Source: an optimization exercise on an open RTL-to-GDS flow (aim: small area, a short achievable clock period and few clock cycles per item). Production flows keep margins and buffers that such runs may drop. At most, simulation tests tie the RTL to the original design; equivalence was not proved. The clock input has no modelled driver; a real chip could not lean on it and would need a root buffer or a full tree.

Design pxit_cksum, start of the top module:
module pxit_cksum (
  input             clk,
  input             rst,           
  input             cfg_valid,
  output            cfg_ready,
  input      [31:0] cfg_seeds,
  input             in_valid,
  output            in_ready,
  input       [7:0] in_data,
  output reg        out_valid,
  output     [31:0] out_cksum,     
  output reg        out_ok,
  output     [31:0] poly
);
==> flow/config.mk <==
export PLATFORM = sky130hd
export DESIGN_NAME = pxit_cksum
export DESIGN_NICKNAME = pxit_cksum
export VERILOG_FILES = /design/flow/design.v
export SDC_FILE = /design/flow/constraint.sdc
export NUM_CORES = 4
export LEC_CHECK = 0
export CAP_MARGIN = 20
export CORE_MARGIN = 2
export CORE_UTILIZATION = 30
export PLACE_DENSITY = 0.5
export SLEW_MARGIN = 20
==> flow/constraint.sdc <==
create_clock -name core_clock -period 15.0 [get_ports {clk}]
set_input_delay 3.0000 -clock core_clock [delete_from_list [all_inputs] [get_ports {clk}]]
set_output_delay 3.0000 -clock core_clock [all_outputs]
set_load 0.01 [all_outputs]
standard.sh (not shown) runs the stock make flow with config.mk's settings and CLKGATE_MAP_FILE= SYNTH_SCRIPT=/design/flow/synth_recipe.tcl, a recipe that flattens the netlist after the stock synthesis.
==> flow/flow/run.sh <==
#!/bin/bash
# The standard layout, with the ports buffered by plain buffers instead of the
# delay buffers buffer_ports picks by default.
set -euo pipefail
export BUFFER_PORTS_ARGS="-buffer_cell sky130_fd_sc_hd__buf_2"
bash standard.sh finish > standard.log 2>&1
Change:
==> flow/flow/run.sh (replaced) <==
#!/bin/bash
# The standard layout, with the ports buffered by plain buffers instead of the
# delay buffers buffer_ports picks by default, and timing repair asked for
# extra setup margin.
set -euo pipefail
export BUFFER_PORTS_ARGS="-buffer_cell sky130_fd_sc_hd__buf_2"
export SETUP_SLACK_MARGIN=11.3
bash standard.sh finish > standard.log 2>&1
After rerunning: Routed wire length went up by a little under a tenth; area after synthesis does not change; fmax went up by roughly a tenth.
Change:
==> flow/run.sh (new file) <==
#!/bin/bash
# synth_recipe.tcl (not shown) runs the flow's synth.tcl, then flattens the netlist and writes it again
# the make line also repeats each setting of config.mk as NAME=value (left out here)
make -C /OpenROAD-flow-scripts/flow DESIGN_CONFIG=/design/flow/config.mk WORK_HOME=/design/flow/orfs CLKGATE_MAP_FILE= SYNTH_SCRIPT=/design/flow/synth_recipe.tcl finish
- CAP_MARGIN: 20 -> 80
- SLEW_MARGIN: 20 -> 80
removed: flow/flow/run.sh
removed: flow/standard.sh
The new run produced a clean layout.
Fmax falls by 16%.
Synthesized cell count does not change.
Worst hold slack gains 0.013 ns.
Clock skew barely changes.
Final area went up by 8.3%.
Via count goes down by 0.95%.
Final cell count is about the same.
Global-route usage shrinks by 1.0 points.
Change:
- CAP_MARGIN: 80 -> 20
- SLEW_MARGIN: 80 -> 20
Outcome: Utilization is lower by 5.2 points; cell count is lower by a few percent; design area is lower by roughly a tenth; register-to-register slack loses 0.27 ns; synthesized area does not change; setup slack loses 0.19 ns; die area is unchanged.
No functional check of the RTL was part of any run of this note.


== job 879 ==
pxit_cksum, a different RTL version from the one above (not shown whole).
For scale: roughly 910 cells after synthesis, about 110 I/O pins, ~7500 um^2 of cells after synthesis.
// pxit_cksum
module pxit_cksum (
  input             clk,
  input             rst,           
  input             cfg_valid,
  output            cfg_ready,
  input      [31:0] cfg_seeds,
  input             in_valid,
  output            in_ready,
  input       [7:0] in_data,
  output reg        out_valid,
  output     [31:0] out_cksum,     
  output reg        out_ok,
  output     [31:0] poly
);
  localparam PKTSIZE = 337;
  localparam NDATA   = PKTSIZE - 4;    
  function automatic [7:0] xtime(input [7:0] a);
    xtime = {a[6:0], 1'b0} ^ (a[7] ? 8'h87 : 8'h00);
  endfunction
  reg        in_ready_r, cfg_ready_r;
  reg        busy;           
  reg  [2:0] step;           
  reg  [8:0] cnt;            
  reg  [7:0] d_r;            
  reg        v_r;            
  reg        eq_r;           
  reg        c_first;        
  reg        c_ck;           
  reg        g_d;            
  reg        g_w0;           
  assign in_ready  = in_ready_r;
  assign cfg_ready = cfg_ready_r;
  wire take    = in_valid && in_ready_r;
  wire cfg_acc = cfg_valid && cfg_ready_r;
  wire cnt333  = (cnt == NDATA);
  wire cntlast = (cnt == PKTSIZE - 1);
  wire cnt0_n  = v_r ? cntlast : (cnt == 9'd0);    
  wire nx_first = cntlast;
  wire nx_ck    = (cnt >= NDATA - 1) && !cntlast;
  wire cfg_step = busy && step != 3'd0;    
  ...
Settings: LEC_CHECK=0, CAP_MARGIN=20, CORE_MARGIN=2, CORE_UTILIZATION=30, PLACE_DENSITY=0.5, SLEW_MARGIN=20, SYNTH_HIERARCHICAL=1, SYNTH_MINIMUM_KEEP_SIZE=0; clock period 15.0 ns.
==> flow/flow/run.sh <==
#!/bin/bash
# The standard layout with three changes:
# - the ports are buffered by plain buffers instead of the delay buffers
#   buffer_ports picks by default;
# - timing repair is asked for extra setup margin;
# - the clock tree is a single level of buffers (flow/cts_tree.tcl).
set -euo pipefail
export BUFFER_PORTS_ARGS="-buffer_cell sky130_fd_sc_hd__buf_1"
export SETUP_SLACK_MARGIN=11.1
export PRE_CTS_TCL="$(pwd)/flow/cts_tree.tcl"
bash standard.sh finish > standard.log 2>&1
==> flow/flow/cts_tree.tcl <==
# A shallow clock tree: the clock port drives four clkbuf_16 buffers, each
# placed at the centre of a quarter of the flip-flops and driving only that
# group. Every flip-flop is one buffer away from the clock port, so the tree
# is balanced. Sourced as PRE_CTS_TCL; it stands in for clock_tree_synthesis
# and the rest of the CTS step (placement legalisation, timing repair) runs
# as usual.

proc my_build_clock_tree {} {
  set block [ord::get_db_block]
  set db [ord::get_db]
  set master [$db findMaster sky130_fd_sc_hd__clkbuf_16]
  set clk_net [$block findNet clk]

  # clock pins of the flip-flops on the clock net
  set sinks {}
  foreach it [$clk_net getITerms] {
    if {[$it isInputSignal]} { lappend sinks $it }
  }
  set n [llength $sinks]
  puts "my_build_clock_tree: $n sinks"

  # positions
  set xs {}
  set ys {}
  foreach it $sinks {
    set b [[$it getInst] getBBox]
    lappend xs [expr {([$b xMin] + [$b xMax]) / 2.0}]
    lappend ys [expr {([$b yMin] + [$b yMax]) / 2.0}]
  }

  # four groups of equal size: halves by x, then each half by y
  set ngroups 4
  set assign [lrepeat $n 0]
  set order [lsort -real -indices $xs]
  set half [expr {$n / 2}]
  set left [lrange $order 0 [expr {$half - 1}]]
  set right [lrange $order $half end]
  set g 0
  foreach part [list $left $right] {
    set pys {}
    foreach i $part { lappend pys [lindex $ys $i] }
    set porder [lsort -real -indices $pys]
    set m [expr {[llength $part] / 2}]
    set k 0
    foreach j $porder {
      lset assign [lindex $part $j] [expr {$g + ($k < $m ? 0 : 1)}]
      incr k
    }
    incr g 2
  }
  set cx {}
  set cy {}
  for {set g 0} {$g < $ngroups} {incr g} {
    set sx 0.0; set sy 0.0; set c 0
    for {set i 0} {$i < $n} {incr i} {
      if {[lindex $assign $i] == $g} {
        set sx [expr {$sx + [lindex $xs $i]}]
        set sy [expr {$sy + [lindex $ys $i]}]
        incr c
      }
    }
    lappend cx [expr {$sx / $c}]
    lappend cy [expr {$sy / $c}]
  }

  # one buffer per group
  for {set g 0} {$g < $ngroups} {incr g} {
    set inst [odb::dbInst_create $block $master "clkbuf_bench_$g"]
    set net [odb::dbNet_create $block "clknet_bench_$g"]
    $net setSigType CLOCK
    [$inst findITerm A] connect $clk_net
    [$inst findITerm X] connect $net
    set w [$master getWidth]
    set h [$master getHeight]
    $inst setLocation [expr {int([lindex $cx $g] - $w / 2)}] [expr {int([lindex $cy $g] - $h / 2)}]
    $inst setPlacementStatus PLACED
    set c 0
    for {set i 0} {$i < $n} {incr i} {
      if {[lindex $assign $i] == $g} {
        set it [lindex $sinks $i]
        $it disconnect
        $it connect $net
        incr c
      }
    }
    puts "my_build_clock_tree: group $g: $c sinks at ([lindex $cx $g], [lindex $cy $g])"
  }
  $clk_net setSigType CLOCK
  set_propagated_clock [all_clocks]
}

rename clock_tree_synthesis my_tritoncts
proc clock_tree_synthesis {args} {
  my_build_clock_tree
}
Job 879 completed end to end with timing, DRC and antenna clean.
Testbench counts of job 879, summed over its fixed seeds: cycles 32,360, packets 96.
Edits applied to the flow inputs when going from job 879 to job 3984:
-- flow/flow/run.sh --
<<< job 879, line 8
export BUFFER_PORTS_ARGS="-buffer_cell sky130_fd_sc_hd__buf_1"
export SETUP_SLACK_MARGIN=11.1
export PRE_CTS_TCL="$(pwd)/flow/cts_tree.tcl"
>>> job 3984, line 8
export BUFFER_PORTS_ARGS="-buffer_cell sky130_fd_sc_hd__buf_1"
export SETUP_SLACK_MARGIN=11.4
export PRE_CTS_TCL="$(pwd)/flow/cts_tree.tcl"
-- flow/flow/cts_tree.tcl --
<<< job 879, line 1
# A shallow clock tree: the clock port drives four clkbuf_16 buffers, each
# placed at the centre of a quarter of the flip-flops and driving only that
# group. Every flip-flop is one buffer away from the clock port, so the tree
# is balanced. Sourced as PRE_CTS_TCL; it stands in for clock_tree_synthesis
>>> job 3984, line 1
# A shallow clock tree: the clock port drives four clkbuf_16 buffers, each
# placed at the centre of a group of about a quarter of the flip-flops, the
# nearest ones, and driving only that group. Every flip-flop is one buffer away from the clock port, so the tree
# is balanced. Sourced as PRE_CTS_TCL; it stands in for clock_tree_synthesis
<<< job 879, line 50
  }
  set cx {}
  set cy {}
  for {set g 0} {$g < $ngroups} {incr g} {
    set sx 0.0; set sy 0.0; set c 0
    for {set i 0} {$i < $n} {incr i} {
      if {[lindex $assign $i] == $g} {
        set sx [expr {$sx + [lindex $xs $i]}]
        set sy [expr {$sy + [lindex $ys $i]}]
        incr c
      }
    }
    lappend cx [expr {$sx / $c}]
    lappend cy [expr {$sy / $c}]
  }
>>> job 3984, line 50
  }
  # then balanced k-means: each group holds at most cap sinks; the sinks
  # that lose most by not getting their nearest group choose first
  set cap [expr {($n + $ngroups - 1) / $ngroups + 2}]
  for {set iter 0} {$iter < 20} {incr iter} {
    set cx {}
    set cy {}
    for {set g 0} {$g < $ngroups} {incr g} {
      set sx 0.0; set sy 0.0; set c 0
      for {set i 0} {$i < $n} {incr i} {
        if {[lindex $assign $i] == $g} {
          set sx [expr {$sx + [lindex $xs $i]}]
          set sy [expr {$sy + [lindex $ys $i]}]
          incr c
        }
      }
      lappend cx [expr {$sx / $c}]
      lappend cy [expr {$sy / $c}]
    }
    if {$iter == 19} break
    set keys {}
    for {set i 0} {$i < $n} {incr i} {
      set ds {}
      for {set g 0} {$g < $ngroups} {incr g} {
        lappend ds [expr {abs([lindex $xs $i] - [lindex $cx $g]) + abs([lindex $ys $i] - [lindex $cy $g])}]
      }
      set sd [lsort -real $ds]
      lappend keys [list $i [expr {[lindex $sd 1] - [lindex $sd 0]}] $ds]
    }
    set count [lrepeat $ngroups 0]
    foreach key [lsort -real -decreasing -index 1 $keys] {
      lassign $key i gain ds
      set best -1
      set bd 1e30
      for {set g 0} {$g < $ngroups} {incr g} {
        if {[lindex $count $g] < $cap && [lindex $ds $g] < $bd} {
          set bd [lindex $ds $g]
          set best $g
        }
      }
      lset assign $i $best
      lset count $best [expr {[lindex $count $best] + 1}]
    }
  }
==> comparison <==
Summary — setup fix buffers added after clock tree synthesis, job 3984 relative to job 879: higher, by 48.
From job 879 to job 3984 the numbers moved as follows: first-pass GRT wire length shows an increase of about 6%; post-layout worst setup margin shows an increase of 0.0088 ns; endpoint arrival time on the critical path shows no meaningful change.
> inputs changed (job 3984 -> job 5561)
-- flow/flow/run.sh --
<<< job 3984, line 8
export BUFFER_PORTS_ARGS="-buffer_cell sky130_fd_sc_hd__buf_1"
export SETUP_SLACK_MARGIN=11.4
export PRE_CTS_TCL="$(pwd)/flow/cts_tree.tcl"
>>> job 5561, line 8
export BUFFER_PORTS_ARGS="-buffer_cell sky130_fd_sc_hd__buf_1"
export SETUP_SLACK_MARGIN=11.1
export PRE_CTS_TCL="$(pwd)/flow/cts_tree.tcl"
==> notes.md <==
Routed wire length is lower on job 5561. Fraction of the core area covered by cells at the end of the flow in job 5561 is 3.3 points below job 3984. Taking job 3984 as the reference, in job 5561 first-iteration DRC count down 118; global routing met1 resource utilization down 1.0 points; routability congestion estimate from global placement down 0.0079. Design area: job 5561 lower than job 3984. Post-route clock period utilization delta (job 5561 -> job 3984): insignificant. Lower normalized max-slew margin was reported by job 5561, not job 3984. Job 3984 reports its most congested layer reported by global routing as met2 while job 5561 reports met1. Job 5561 did not stop at any stage, and its layout met the timing, DRC and antenna checks.
### job 5561 -> job 6887
-- flow/flow/run.sh --
<<< job 5561, line 8
export BUFFER_PORTS_ARGS="-buffer_cell sky130_fd_sc_hd__buf_1"
export SETUP_SLACK_MARGIN=11.1
export PRE_CTS_TCL="$(pwd)/flow/cts_tree.tcl"
>>> job 6887, line 8
export BUFFER_PORTS_ARGS="-buffer_cell sky130_fd_sc_hd__buf_1"
export SETUP_SLACK_MARGIN=11.25
export PRE_CTS_TCL="$(pwd)/flow/cts_tree.tcl"
==> notes.md <==
For job 5561, the critical path startpoint was p2[1], unlike job 6887, where it was w0[1]. Largest driver fanout on the critical path was lower in the run labelled job 6887. Changes observed in job 6887 relative to job 5561: smallest setup slack after layout climbed 0.046 ns.
No run of this note takes its clock network from TritonCTS; it comes from the design's own scripts or RTL.

==> re-timing with driven ports <==
The results above use ideal ports. As a check the final layouts listed here were re-extracted and re-timed, cells and wires unchanged.
Step 1 (the two cells are an assumption about what drives the block):
set clk [get_ports {clk}]
set_driving_cell -lib_cell sky130_fd_sc_hd__clkbuf_16 $clk
set_driving_cell -lib_cell sky130_fd_sc_hd__buf_2 [delete_from_list [all_inputs] $clk]
Step 2 times the ports against the registers' clock, not the clock port: input delays grow and output delays shrink by t, the midpoint of the rising clock arrivals with the driver on.
Three values: no drivers, after step 1, after step 2; two values: the first two.
run	t, ns	slack for setup (ns)	worst register clock-pin slew, ns
the first run of note 1	0.414	10.415 / 10.364 / 10.313	0.09 / 0.09
the second run of note 1	0.428	10.959 / 10.905 / 10.944	0.09 / 0.09
the third run of note 1	0.419	10.171 / 10.120 / 10.402	0.08 / 0.08
the fourth run of note 1	0.424	9.985 / 10.003 / 9.591	0.10 / 0.10
job 879	0.264	11.124 / 11.028 / 11.001	0.12 / 0.12
job 3984	0.267	11.133 / 11.029 / 11.216	0.11 / 0.11
job 5561	0.266	11.131 / 11.030 / 11.008	0.11 / 0.11
job 6887	0.267	11.177 / 11.076 / 11.157	0.11 / 0.11
After both steps every run listed still meets setup and hold. For the fourth run of note 1, which loses most, drivers alone change the setup slack by +0.018 ns; drivers and shift together by -0.394 ns.
